Background: an optimization exercise with open tools, aiming at small area, a short achievable clock period and few clock cycles. Do not read the settings as production practice.
Function was checked by simulation only, so behaviour that the tests miss may differ from the original.
Power and IR drop assume default switching activity.

==> try-fjord <==
==> flow/design.v (excerpt) <==
module cvfp (
    input  wire        clk,
    input  wire        rst,
    input  wire        cmd_valid,
    output wire        cmd_ready,
    input  wire [3:0]  cmd_op,
    input  wire [15:0] cmd_a,
    input  wire [7:0]  cmd_b,
    input  wire        pv_valid,
    output wire        pv_ready,
    input  wire [7:0]  pv_data,
    output reg         rsp_valid,
    output reg  [2:0]  rsp_code,
    output reg  [15:0] rsp_data
);
    localparam BUFSZ = 258;
    localparam F     = 10;           
    localparam M     = BUFSZ - F;    
    localparam QN    = 4;            
    localparam QW    = 2;
    localparam OP_CLR   = 4'h0;
    localparam OP_PUSH  = 4'h1;
    localparam OP_RDB   = 4'h2;
    localparam OP_ENC   = 4'h3;
    localparam OP_SUM   = 4'h4;
    localparam OP_VAL   = 4'h5;
    localparam OP_WFQ   = 4'h6;
    localparam OP_FSZ   = 4'h7;
    localparam OP_GETF  = 4'h8;
    localparam OP_GETB  = 4'h9;
    localparam OP_GETSB = 4'hA;
    localparam OP_GETH  = 4'hB;
    localparam OP_RDST  = 4'hC;
    localparam R_OK         = 3'd0;
    localparam R_ERR        = 3'd1;
    localparam R_UNDERRUN   = 3'd2;
    localparam R_OVERFLOW   = 3'd3;
    localparam R_PARAMLEN   = 3'd4;
    localparam R_NOTVALID   = 3'd5;
    localparam R_PARAMRANGE = 3'd6;
    localparam R_BADOP      = 3'd7;
    localparam K_ZX = 2'd0;      
    localparam K_SX = 2'd1;      
    localparam K_HW = 2'd2;      
    reg [7:0] lo_c [0:F-1];      
    reg [7:0] rg   [0:M-1];      
    reg [7:0] ph;                
    wire [7:0] b0 = lo_c[0];
    wire [7:0] b1 = lo_c[1];
    wire [7:0] b3 = lo_c[3];     
    wire [7:0] b4 = lo_c[4];     
    wire [7:0] ph_n = (ph == M - 1) ? 8'd0 : ph + 8'd1;
    reg [8:0] cnt;
    reg [3:0] status;            
    reg [8:0] wp;                
    reg [7:0] wpe;               
    reg       w_al;              
    reg       enc_busy;          
    reg [7:0] s_w, s_a, s_v;
    reg [9:0] dl;                
    reg [7:0] np;                
    reg [7:0] np_m1;             
    reg       np_z;              
    reg        r_v, s_full;
    reg [3:0]  r_op, s_op;
    reg [15:0] r_a, s_a_q;
    reg [7:0]  r_b, s_b;
    reg        p_v;
  ...
==> flow/config.mk <==
export PLATFORM = sky130hd
export DESIGN_NAME = cvfp
export DESIGN_NICKNAME = cvfp
export VERILOG_FILES = /design/flow/design.v
export SDC_FILE = /design/flow/constraint.sdc
export NUM_CORES = 4
export LEC_CHECK = 0
export ABC_CLOCK_PERIOD_IN_PS = 3000
export CAP_MARGIN = 20
export CORE_MARGIN = 2
export CORE_UTILIZATION = 60
export PLACE_DENSITY = 0.7
export SLEW_MARGIN = 20
export TNS_END_PERCENT = 100
==> flow/constraint.sdc <==
create_clock -name core_clock -period 10.0 [get_ports {clk}]
set_input_delay 2.0000 -clock core_clock [delete_from_list [all_inputs] [get_ports {clk}]]
set_output_delay 2.0000 -clock core_clock [all_outputs]
set_load 0.01 [all_outputs]
standard.sh (not shown) runs the stock make flow with config.mk's settings and CLKGATE_MAP_FILE= SYNTH_SCRIPT=/design/flow/synth_recipe.tcl, a recipe that flattens the netlist after the stock synthesis.
==> flow/flow/run.sh <==
#!/bin/bash
set -euo pipefail
bash standard.sh SETUP_SLACK_MARGIN=${MARGIN:-6.6} \
  "CTS_ARGS=-sink_clustering_enable -repair_clock_nets -dont_use_dummy_load -sink_clustering_size 24 -sink_clustering_max_diameter 60" \
  finish > standard.log 2>&1
==> try-onyx (differences from try-fjord) <==
--- a/flow/design.v
+++ b/flow/design.v
@@ -55,14 +55,10 @@
     reg [8:0] wp;                
     reg [7:0] wpe;               
     reg       w_al;              
     reg       enc_busy;          
     reg [7:0] s_w, s_a, s_v;
-    reg [9:0] dl;                
-    reg [7:0] np;                
-    reg [7:0] np_m1;             
-    reg       np_z;              
     reg        r_v, s_full;
     reg [3:0]  r_op, s_op;
     reg [15:0] r_a, s_a_q;
     reg [7:0]  r_b, s_b;
     reg        p_v;
@@ -75,95 +71,59 @@
     reg        q_rd;
     reg [1:0]  q_kind;
     reg        q_enc;
     reg        q_ring;           
     reg [7:0]  q_er;
-    reg        q_new;            
     reg        q_go;             
     reg        q_lor, q_hir;     
-    reg [3:0]  q_li, q_hi_i;     
+    reg [7:0]  q_lo, q_hi;       
     reg [2:0]    f_code [0:QN-1];
     reg [15:0]   f_data [0:QN-1];
     reg          f_enc  [0:QN-1];
     reg [QW-1:0] f_rd, f_wr;
     reg [QW:0]   f_cnt;
     assign cmd_ready = !s_full;
     assign pv_ready  = pv_rdy;
     wire acc  = cmd_valid && !s_full;
     wire take = pv_valid && pv_rdy;
-    reg  wp_low;                             
-    reg  cnt_full;                           
-    reg  bytes_in;                           
+    wire wp_low   = (wp < F);
     wire w_ok     = wp_low || w_al;          
     wire a_hi     = |r_a[15:9];
     wire a_ge_cnt = a_hi || (r_a[8:0] >= cnt);
     wire a_lt_wp  = !a_hi && (r_a[8:0] < wp);
-    wire q_out  = q_v && (!(q_ring && q_rd) || (q_go && !q_new));
+    wire q_out  = q_v && (!q_ring || q_go);
     wire q_adv  = !q_v || q_out;
     wire q_room = (f_cnt + q_v) < QN;
     reg r_can;
     always @(*) begin
         case (r_op)
         OP_RDB:  r_can = a_lt_wp || a_ge_cnt;
-        OP_PUSH: r_can = !enc_busy && (w_ok || cnt_full);
+        OP_PUSH: r_can = !enc_busy && (w_ok || cnt == BUFSZ);
         default: r_can = !enc_busy;
         endcase
     end
     wire ex = r_v && r_can && q_adv && q_room;
     wire [9:0] len_p2 = {2'b00, b3} + 10'd2;
     wire [9:0] len_p3 = {2'b00, b3} + 10'd3;
-    wire       c4     = |cnt[8:2];                           
-    wire       c5     = c4 && (cnt[8:3] != 0 || cnt[1:0] != 0);
-    wire       c6     = c4 && (cnt[8:3] != 0 || cnt[1]);
-    wire       d_ge2  = !dl[9] && (dl[8:1] != 0);            
-    wire       d_ge3  = !dl[9] && (dl[8:2] != 0 || dl[1:0] == 2'd3);    
-    wire       d_eq3  = (dl == 10'd3);                       
-    wire       a_hi8  = |r_a[15:8];
-    wire       gb_rng = a_hi8 || (r_a[7:0] >= np);           
-    wire       gh_rng = np_z || a_hi8 || (r_a[7:0] >= np_m1);  
-    wire       is_rd_op = (r_op == OP_RDB) || (r_op == OP_GETF) || (r_op == OP_GETB) ||
-                          (r_op == OP_GETSB) || (r_op == OP_GETH);
+    wire [7:0] npar   = (b3 > 8'd3) ? (b3 - 8'd3) : 8'd0;
     wire [7:0] enc_p  = r_a[15:8];
     wire [8:0] gidx = r_a[8:0] + 9'd5;
     reg  [8:0] ridx;
     always @(*) begin
         case (r_op)
         OP_RDB:  ridx = r_a[8:0];
         OP_GETF: ridx = (r_b[2:0] == 3'd5) ? len_p2[8:0] : {6'd0, r_b[2:0]};
         default: ridx = gidx;
         endcase
     end
-    wire [8:0] a_e  = r_a[8:0] - F;
-    wire [8:0] g_e  = r_a[8:0] - (F - 5);
-    wire [8:0] f_e  = {1'b0, b3} - (F - 2);
-    reg  [8:0] ridx_e;
-    always @(*) begin
-        case (r_op)
-        OP_RDB:  ridx_e = a_e;
-        OP_GETF: ridx_e = f_e;
-        default: ridx_e = g_e;
-        endcase
-    end
-    reg        lo_ring, hi_ring;
-    always @(*) begin
-        case (r_op)
-        OP_RDB: begin
-            lo_ring = (r_a[8:0] >= F);
-            hi_ring = 1'b0;
-        end
-        OP_GETF: begin
-            lo_ring = (r_b[2:0] == 3'd5) && (b3 >= F - 2);
-            hi_ring = 1'b0;
-        end
-        default: begin
-            lo_ring = (r_a[8:0] >= F - 5);
-            hi_ring = (r_a[8:0] >= F - 6);
-        end
-        endcase
-    end
+    wire [8:0] ridx_p1 = ridx + 9'd1;
+    wire       lo_ring = (ridx >= F);
+    wire       hi_ring = (ridx_p1 >= F);
+    wire [8:0] ridx_e  = ridx - F;
     wire [7:0] x_er    = lo_ring ? ridx_e[7:0] : 8'd0;
-    wire [3:0] x_hi_i  = ridx[3:0] + 4'd1;
+    wire [7:0] x_lo    = (ridx < F) ? lo_c[ridx[3:0]] : 8'd0;
+    wire [7:0] x_hi    = (ridx_p1 < F) ? lo_c[ridx_p1[3:0]] : 8'd0;
     reg        x_rd;
     reg [1:0]  x_kind;
     reg [2:0]  x_code;
     reg [15:0] x_data;
     wire       v_elen = (b3 != r_a[7:0]);
@@ -183,54 +143,55 @@
             if (a_ge_cnt) x_code = R_UNDERRUN;
             else          x_rd   = 1'b1;
         OP_ENC:
             if (enc_p > 8'd252) x_code = R_PARAMLEN;
         OP_SUM:
-            if (!c4 || !d_ge2) x_code = R_UNDERRUN;
+            if (cnt < 9'd4 || {1'b0, cnt} < len_p2) x_code = R_UNDERRUN;
             else x_data = {8'd0, ~s_a};
         OP_VAL:
-            if (!c5 || !d_ge3) x_code = R_UNDERRUN;
+            if (cnt < 9'd5 || {1'b0, cnt} < len_p3) x_code = R_UNDERRUN;
             else begin
                 x_code = v_err ? R_ERR : R_OK;
                 x_data = {12'd0, v_esum, v_ecmd, v_elen, !v_err};
             end
         OP_WFQ:
-            x_data = {15'd0, c6 && (b0 == 8'h55) && (b1 == 8'h55) && d_eq3 && (s_w == 8'hFF)};
+            x_data = {15'd0, (cnt >= 9'd6) && (b0 == 8'h55) && (b1 == 8'h55) &&
+                             ({1'b0, b3} == cnt - 9'd3) && (s_w == 8'hFF)};
         OP_FSZ:
-            if (!c4) x_code = R_UNDERRUN;
+            if (cnt < 9'd4) x_code = R_UNDERRUN;
             else x_data = {6'd0, len_p3};
         OP_GETF:
             if (r_b > 8'd5) x_code = R_BADOP;
             else if (r_b[2:0] == 3'd5) begin
-                if (!c4 || !d_ge3) x_code = R_UNDERRUN;
+                if (cnt < 9'd4 || len_p2 >= {1'b0, cnt}) x_code = R_UNDERRUN;
                 else x_rd = 1'b1;
             end else begin
                 if ({1'b0, r_b} >= cnt) x_code = R_UNDERRUN;
                 else x_rd = 1'b1;
             end
         OP_GETB, OP_GETSB:
             if (!status[0]) x_code = R_NOTVALID;
-            else if (gb_rng) x_code = R_PARAMRANGE;
+            else if (r_a >= {8'd0, npar}) x_code = R_PARAMRANGE;
             else begin
                 x_rd   = 1'b1;
                 x_kind = (r_op == OP_GETSB) ? K_SX : K_ZX;
             end
         OP_GETH:
             if (!status[0]) x_code = R_NOTVALID;
-            else if (gh_rng) x_code = R_PARAMRANGE;
+            else if ({1'b0, r_a} + 17'd1 >= {9'd0, npar}) x_code = R_PARAMRANGE;
             else begin
                 x_rd   = 1'b1;
                 x_kind = K_HW;
             end
         OP_RDST:
             x_data = {3'd0, cnt, status};
         default:
             x_code = R_BADOP;
         endcase
     end
-    wire x_hir  = (r_op == OP_GETH) && hi_ring;
-    wire x_ring = is_rd_op && (lo_ring || x_hir);
+    wire x_hir  = (x_kind == K_HW) && hi_ring;
+    wire x_ring = x_rd && (lo_ring || x_hir);
     wire do_push  = ex && (r_op == OP_PUSH) && (cnt != BUFSZ);
     wire do_clr   = ex && (r_op == OP_CLR);
     wire do_enc   = ex && (r_op == OP_ENC) && (enc_p <= 8'd252);
     wire do_byte  = enc_busy && p_v && w_ok;
     wire do_chk   = enc_busy && !p_v && (tk_left == 8'd0) && w_ok;
@@ -263,12 +224,10 @@
             cnt      <= 9'd0;
             wp       <= 9'd0;
             wpe      <= M - F;
             w_al     <= 1'b0;
             ph       <= 8'd0;
-            wp_low   <= 1'b1;
-            cnt_full <= 1'b0;
             status   <= 4'd0;
             enc_busy <= 1'b0;
         end else begin
             ph <= ph_n;
             if (ex) begin
@@ -287,23 +246,15 @@
                         cnt      <= {1'b0, enc_p} + 9'd6;
                         status   <= 4'd0;
                         enc_busy <= 1'b1;
                     end
                 OP_VAL:
-                    if (c5 && d_ge3)
+                    if (!(cnt < 9'd5 || {1'b0, cnt} < len_p3))
                         status <= {v_esum, v_ecmd, v_elen, !v_err};
                 default: ;
                 endcase
             end
-            if (do_clr || do_enc)
-                wp_low <= 1'b1;
-            else if (wr_en && wp == F - 1)
-                wp_low <= 1'b0;
-            if (do_clr || do_enc)
-                cnt_full <= 1'b0;
-            else if (do_push && cnt == BUFSZ - 1)
-                cnt_full <= 1'b1;
             if (do_clr) begin
                 wp   <= 9'd0;
                 wpe  <= M - F;
                 w_al <= (ph_n == M - F);
             end else if (do_enc) begin
@@ -324,58 +275,45 @@
             if (cnt == 9'd2)
                 s_w <= r_b;
             else
                 s_w <= s_w + r_b;
             if (cnt == 9'd3) begin
-                dl    <= 10'd4 - {2'b00, r_b};
-                np    <= (r_b > 8'd3) ? r_b - 8'd3 : 8'd0;
-                np_m1 <= r_b - 8'd4;
-                np_z  <= (r_b <= 8'd3);
                 s_a <= ((r_b >= 8'd1) ? s_w : 8'd0) + ((r_b >= 8'd2) ? r_b : 8'd0);
                 s_v <= s_w + ((r_b >= 8'd1) ? r_b : 8'd0);
             end else begin
-                dl <= dl + 10'd1;
-                if (!d_ge2) s_a <= s_a + r_b;
-                if (!d_ge3) s_v <= s_v + r_b;
+                if (cnt <= {1'b0, b3} + 9'd1) s_a <= s_a + r_b;
+                if (cnt <= {1'b0, b3} + 9'd2) s_v <= s_v + r_b;
             end
         end else if (do_enc) begin
             s_a <= r_a[7:0] + (enc_p + 8'd3) + r_b;
-            dl    <= 10'd3;
-            np    <= enc_p;
-            np_m1 <= enc_p - 8'd1;
-            np_z  <= (enc_p == 8'd0);
             s_v <= 8'hFF;
             s_w <= 8'hFF;
         end else if (do_byte) begin
             s_a <= s_a + p_d;
         end
     end
     wire p_keep   = p_v && !do_byte;
     wire p_v_n    = take || p_keep;
     wire wp_n_low = wr_en ? (wp < F - 1) : wp_low;
-    wire tk_one   = (tk_left == 8'd1);
     wire w_al_n   = wr_en ? w_al : (ph_n == wpe);
     always @(posedge clk) begin
         if (rst) begin
             r_v     <= 1'b0;
             s_full  <= 1'b0;
             p_v     <= 1'b0;
             pv_rdy  <= 1'b0;
             tk_left <= 8'd0;
-            bytes_in <= 1'b1;
         end else begin
             p_v <= p_v_n;
             if (do_enc) begin
-                pv_rdy   <= (enc_p != 8'd0);
-                tk_left  <= enc_p;
-                bytes_in <= (enc_p == 8'd0);
+                pv_rdy  <= (enc_p != 8'd0);
+                tk_left <= enc_p;
             end else begin
-                pv_rdy   <= !bytes_in && !(tk_one && take) && (!p_v_n || wp_n_low || w_al_n);
-                if (take) begin
-                    tk_left  <= tk_left - 8'd1;
-                    bytes_in <= tk_one;
-                end
+                pv_rdy  <= ((tk_left > 8'd1) || (tk_left == 8'd1 && !take)) &&
+                           (!p_v_n || wp_n_low || w_al_n);
+                if (take)
+                    tk_left <= tk_left - 8'd1;
             end
             if (ex || !r_v) begin
                 r_v    <= s_full || acc;
                 s_full <= 1'b0;
             end else if (acc)
@@ -404,28 +342,26 @@
     always @(posedge clk) begin
         if (rst)
             q_v <= 1'b0;
         else if (q_adv)
             q_v <= ex;
-        q_go  <= (ph_n == q_er);
-        q_new <= q_adv;
-        if (q_adv) begin
+        if (ex) begin
             q_code <= x_code;
             q_data <= x_data;
             q_rd   <= x_rd;
             q_kind <= x_kind;
             q_enc  <= (r_op == OP_ENC) && (enc_p != 8'd0) && (enc_p <= 8'd252);
             q_ring <= x_ring;
             q_er   <= x_er;
+            q_go   <= (ph_n == x_er);
             q_lor  <= lo_ring;
             q_hir  <= x_hir;
-            q_li   <= ridx[3:0];
-            q_hi_i <= x_hi_i;
-        end
+            q_lo   <= x_lo;
+            q_hi   <= x_hi;
+        end else
+            q_go   <= (ph_n == q_er);
     end
-    wire [7:0] q_lo  = (q_li < F) ? lo_c[q_li] : 8'd0;
-    wire [7:0] q_hi  = (q_hi_i < F) ? lo_c[q_hi_i] : 8'd0;
     wire [7:0] rd_lo = q_lor ? rg[0] : q_lo;
     wire [7:0] rd_hi = q_hir ? (q_lor ? rg[1] : rg[0]) : q_hi;
     reg [15:0] q_res;
     always @(*) begin
         if (!q_rd)
@@ -434,10 +370,11 @@
             K_SX:    q_res = {{8{rd_lo[7]}}, rd_lo};
             K_HW:    q_res = {rd_hi, rd_lo};
             default: q_res = {8'd0, rd_lo};
         endcase
     end
+    wire bytes_in = (tk_left == 8'd0);
     wire f_empty  = (f_cnt == 0);
     wire head_ok  = f_empty ? (q_out && (!q_enc || bytes_in)) : (!f_enc[f_rd] || bytes_in);
     wire f_pop    = !f_empty && head_ok;
     wire f_push   = q_out && !(f_empty && head_ok);
     always @(posedge clk) begin
==> flow/run.sh (new file) <==
#!/bin/bash
# synth_recipe.tcl (not shown) runs the flow's synth.tcl, then flattens the netlist and writes it again
# the make line also repeats each setting of config.mk as NAME=value (left out here)
make -C /OpenROAD-flow-scripts/flow DESIGN_CONFIG=/design/flow/config.mk WORK_HOME=/design/flow/orfs CLKGATE_MAP_FILE= SYNTH_SCRIPT=/design/flow/synth_recipe.tcl finish
- CORE_UTILIZATION: 60 -> 40
- PLACE_DENSITY: 0.7 -> 0.6
- SETUP_SLACK_MARGIN: unset -> 5
removed: flow/flow/run.sh
removed: flow/standard.sh
==> try-zinc (differences from try-fjord) <==
==> flow/flow/run.sh (replaced) <==
#!/bin/bash
set -euo pipefail
bash standard.sh SETUP_SLACK_MARGIN=${MARGIN:-6.6} \
  "CTS_ARGS=-sink_clustering_enable -repair_clock_nets -dont_use_dummy_load -sink_clustering_size 24 -sink_clustering_max_diameter 60 -buf_list {sky130_fd_sc_hd__clkbuf_8 sky130_fd_sc_hd__clkbuf_16}" \
  finish > standard.log 2>&1
- CORE_UTILIZATION: 60 -> 70
- PLACE_DENSITY: 0.7 -> 0.78
==> summary of the runs <==
- Global-route usage: try-onyx is lower than try-fjord (8.7 points).
- The highest design area belongs to try-onyx, the lowest to try-zinc.
- Of try-zinc and try-onyx, try-zinc has the higher synthesized cell count (gap 1.7%, measured against try-onyx).
- Between try-onyx and try-zinc, the lower sequential share of layout area is in try-onyx (gap 4.4 points).
- Register-to-register slack: try-fjord is better than try-zinc (0.095 ns).
- The highest maximum frequency belongs to try-fjord, the lowest to try-onyx.
- Utilization, lowest first: try-onyx, try-fjord, try-zinc.
- Between try-zinc and try-onyx, the lower worst hold slack is in try-zinc (gap 0.010 ns).
- Combinational power, lowest first: try-onyx, try-fjord, try-zinc.
- The highest cell count belongs to try-onyx, the lowest to try-zinc.
Testbench counts of try-fjord, summed over its fixed seeds: cycles 52,111.
Testbench counts of try-onyx, summed over its fixed seeds: cycles 52,111.
Testbench counts of try-zinc, summed over its fixed seeds: cycles 52,111.

[what the ideal ports hide]
The results above use ideal ports. As a check the final layouts listed here were re-extracted and re-timed, cells and wires unchanged.
Step 1 (the two cells are an assumption about what drives the block):
set clk [get_ports {clk}]
set_driving_cell -lib_cell sky130_fd_sc_hd__clkbuf_16 $clk
set_driving_cell -lib_cell sky130_fd_sc_hd__buf_2 [delete_from_list [all_inputs] $clk]
Step 2, shift: input delay + t, output delay - t, t = (earliest + latest rising clock arrival at the registers) / 2. This alone moves slack from input paths to output paths.
a / b / c = ideal / step 1 / step 2; a / b = the first two.
| run | shift t [ns] | setup slack, ns | slew at the worst register clock pin (ns) |
|---|---|---|---|
| try-fjord | 0.789 | 6.652 / 6.594 / 6.115 | 0.09 / 0.09 |
| try-onyx | 0.873 | 5.356 / 5.356 / 5.356 | 0.07 / 0.07 |
| try-zinc | 0.805 | 6.557 / 6.557 / 6.133 | 0.12 / 0.12 |
After both steps every run listed still meets setup and hold. The setup slack of try-fjord, which loses most, moves by -0.058 ns with the drivers and by -0.537 ns with both steps.
